This design comes from an exercise in tuning for small area, a short achievable clock period and few clock cycles on the open sky130 flow, not from production work.
The RTL was checked by simulation tests, not by an equivalence proof against the original design.
No activity file was given, so power comes from the tool's default toggle rates.

// stbrt_msgcodec
module stbrt_msgcodec (
    input  wire        clk,
    input  wire        rst,
    input  wire        enc_in_valid,
    output wire        enc_in_ready,
    input  wire [15:0] enc_in_word,
    output wire        enc_out_valid,
    input  wire        enc_out_ready,
    output wire [15:0] enc_out_dur,
    output wire        enc_done,
    output wire [2:0]  enc_code,
    output wire [6:0]  enc_count,
    input  wire        dec_in_valid,
    output wire        dec_in_ready,
    input  wire [15:0] dec_in_dur,
    input  wire        dec_in_last,
    output wire        dec_pay_valid,
    output wire [8:0]  dec_pay,
    output wire        dec_done,
    output wire [3:0]  dec_count,
    output wire        dec_corrupt,
    output wire        dec_ovf
);
Size: roughly 190 flip-flops, ~85 I/O pins, ~9200 um2 of cells after synthesis.
clock: 12.0 ns
lec_check: 0
cap_margin: 20
core_margin: 2
core_utilization: 75
slew_margin: 20
standard.sh (not shown) runs the stock make flow with config.mk's settings and CLKGATE_MAP_FILE= SYNTH_SCRIPT=/design/flow/synth_recipe.tcl, a recipe that flattens the netlist after the stock synthesis.
==> flow/flow/run.sh <==
#!/bin/bash
# Layout flow: the standard synthesis unchanged, then the standard ORFS
# layout with these knobs: port buffers of a plain buffer cell; timing repair
# that aims for setup slack well beyond the clock period's need; and a clock
# tree of clkbuf_8 without dummy loads.
set -euo pipefail
MARGIN=${MARGIN:-8.6}
bash standard.sh synth > synth.log 2>&1
bash standard.sh \
  "SETUP_SLACK_MARGIN=$MARGIN" \
  "BUFFER_PORTS_ARGS=-buffer_cell sky130_fd_sc_hd__buf_2" \
  "CTS_ARGS=-sink_clustering_enable -repair_clock_nets -dont_use_dummy_load -buf_list sky130_fd_sc_hd__clkbuf_8" \
  finish > layout.log 2>&1
Testbench counts at the start, summed over its fixed seeds: cycles 14,100.
==> next run, changes <==
==> flow/flow/run.sh (replaced) <==
#!/bin/bash
# Layout flow: the standard synthesis unchanged, then the standard ORFS
# layout with these knobs: port buffers of a plain buffer cell; timing repair
# that aims for setup slack well beyond the clock period's need; and a clock
# tree of clkbuf_8 under a clkbuf_16 root, without dummy loads.
set -euo pipefail
MARGIN=${MARGIN:-8.5}
bash standard.sh synth > synth.log 2>&1
bash standard.sh \
  "SETUP_SLACK_MARGIN=$MARGIN" \
  "BUFFER_PORTS_ARGS=-buffer_cell sky130_fd_sc_hd__buf_2" \
  "CTS_ARGS=-sink_clustering_enable -repair_clock_nets -dont_use_dummy_load -buf_list sky130_fd_sc_hd__clkbuf_8 -root_buf sky130_fd_sc_hd__clkbuf_16" \
  finish > layout.log 2>&1
- CORE_UTILIZATION: 75 -> 80
Sequential share of layout area is about the same.
Worst hold slack degrades by 0.015 ns.
Routed wire length rose by roughly a tenth.
==> next run, changes <==
- CORE_UTILIZATION: 80 -> 75
The new run went through all stages and came out clean.
Sequential power stays flat.
Final area barely changes.
Power is about the same.
Combinational power falls slightly.
Non-clock buffer count falls by 4.
Die area rises by a few percent.
Critical path depth rises by 6.
==> next run, changes <==
==> flow/flow/run.sh (replaced) <==
#!/bin/bash
# Layout flow: the standard synthesis unchanged, then the standard ORFS
# layout with these knobs: port buffers of a plain buffer cell; timing repair
# that aims for setup slack well beyond the clock period's need; and a clock
# tree of clkbuf_8 without dummy loads.
set -euo pipefail
MARGIN=${MARGIN:-8.4}
bash standard.sh synth > synth.log 2>&1
bash standard.sh \
  "SETUP_SLACK_MARGIN=$MARGIN" \
  "BUFFER_PORTS_ARGS=-buffer_cell sky130_fd_sc_hd__buf_2" \
  "CTS_ARGS=-sink_clustering_enable -repair_clock_nets -dont_use_dummy_load -buf_list sky130_fd_sc_hd__clkbuf_8" \
  finish > layout.log 2>&1
=>
- routed wire length barely changes
- maximum frequency drops by 4.0%
- clock-buffer cell count does not change
- total power came out lower by 0.84%
- die area stays the same
- final area is lower by 0.59%
- worst hold slack improved by 0.0035 ns
- setup slack gets worse by 0.14 ns
- sequential power barely changes

---

stbrt_msgcodec again, from the RTL that the note above started with.
==> flow/config.mk <==
export PLATFORM = sky130hd
export DESIGN_NAME = stbrt_msgcodec
export DESIGN_NICKNAME = stbrt_msgcodec
export VERILOG_FILES = /design/flow/design.v
export SDC_FILE = /design/flow/constraint.sdc
export NUM_CORES = 4
export LEC_CHECK = 0
export CAP_MARGIN = 20
export CORE_MARGIN = 2
export CORE_UTILIZATION = 75
export SLEW_MARGIN = 20
==> flow/constraint.sdc <==
create_clock -name core_clock -period 12.0 [get_ports {clk}]
set_input_delay 2.4000 -clock core_clock [delete_from_list [all_inputs] [get_ports {clk}]]
set_output_delay 2.4000 -clock core_clock [all_outputs]
set_load 0.01 [all_outputs]
==> flow/flow/run.sh <==
#!/bin/bash
# Layout flow: the standard synthesis unchanged, then the standard ORFS
# layout with these knobs: port buffers of a plain buffer cell; timing repair
# that aims for setup slack well beyond the clock period's need; and a clock
# tree of clkbuf_8 without dummy loads.
set -euo pipefail
MARGIN=${MARGIN:-8.5}
bash standard.sh synth > synth.log 2>&1
bash standard.sh \
  "SETUP_SLACK_MARGIN=$MARGIN" \
  "BUFFER_PORTS_ARGS=-buffer_cell sky130_fd_sc_hd__buf_2" \
  "CTS_ARGS=-sink_clustering_enable -repair_clock_nets -dont_use_dummy_load -buf_list sky130_fd_sc_hd__clkbuf_8" \
  finish > layout.log 2>&1
Testbench counts at the start, summed over its fixed seeds: cycles 14,100.
Next try:
--- a/flow/flow/run.sh
+++ b/flow/flow/run.sh
@@ -5,5 +5,5 @@
 # tree of clkbuf_8 without dummy loads.
 set -euo pipefail
-MARGIN=${MARGIN:-8.5}
+MARGIN=${MARGIN:-8.45}
 bash standard.sh synth > synth.log 2>&1
 bash standard.sh \
Count of clock-buffer cells in the layout stays the same.
Utilization decreases by 0.16 points.
Design area is about the same.
Setup slack gets worse by 0.014 ns.
First-iteration DRC count shrinks by 16%.
Via count is about the same.
Total power is about the same.
Cell count hardly moves.
Routed wire length barely changes.
Sequential power hardly moves.
Clock skew went down by 0.0068 ns.

-- re-timing with driven ports --
The results above use ideal ports. As a check the final layouts listed here were re-extracted and re-timed, cells and wires unchanged. Step 1: set_driving_cell puts a clkbuf_16 on clk and a buf_2 on each other input, an assumption about the parent block. Step 2 adds t to the input delays and takes it off the output delays; t is the mean of the earliest and latest rising clock arrival at the registers after step 1. Input paths then give back, and output paths get back, about the clock's delay inside the block. Slacks: no drivers / after step 1 / after step 2; pairs: no drivers / after step 1.
| run | shift t [ns] | setup WS [ns] | worst hold slack (ns) | worst setup path after step 2 | cell pins on the clock port's net |
|---|---|---|---|---|---|
| the first run of note 1 | 0.483 | 8.631 / 8.593 / 8.209 | 0.482 / 0.482 / 0.482 | input to register | 1 |
| the second run of note 1 | 0.405 | 8.530 / 8.488 / 8.139 | 0.467 / 0.467 / 0.467 | input to register | 1 |
| the third run of note 1 | 0.414 | 8.595 / 8.569 / 8.196 | 0.462 / 0.462 / 0.462 | input to register | 1 |
| the fourth run of note 1 | 0.493 | 8.454 / 8.416 / 8.112 | 0.465 / 0.465 / 0.465 | input to register | 1 |
| the first run of note 2 | 0.486 | 8.569 / 8.533 / 8.145 | 0.462 / 0.462 / 0.462 | input to register | 1 |
| the second run of note 2 | 0.500 | 8.555 / 8.520 / 8.151 | 0.481 / 0.481 / 0.481 | input to register | 1 |
After both steps every run listed still meets setup and hold. For the first run of note 2, which loses most, drivers alone change the setup slack by -0.036 ns; drivers and shift together by -0.424 ns.
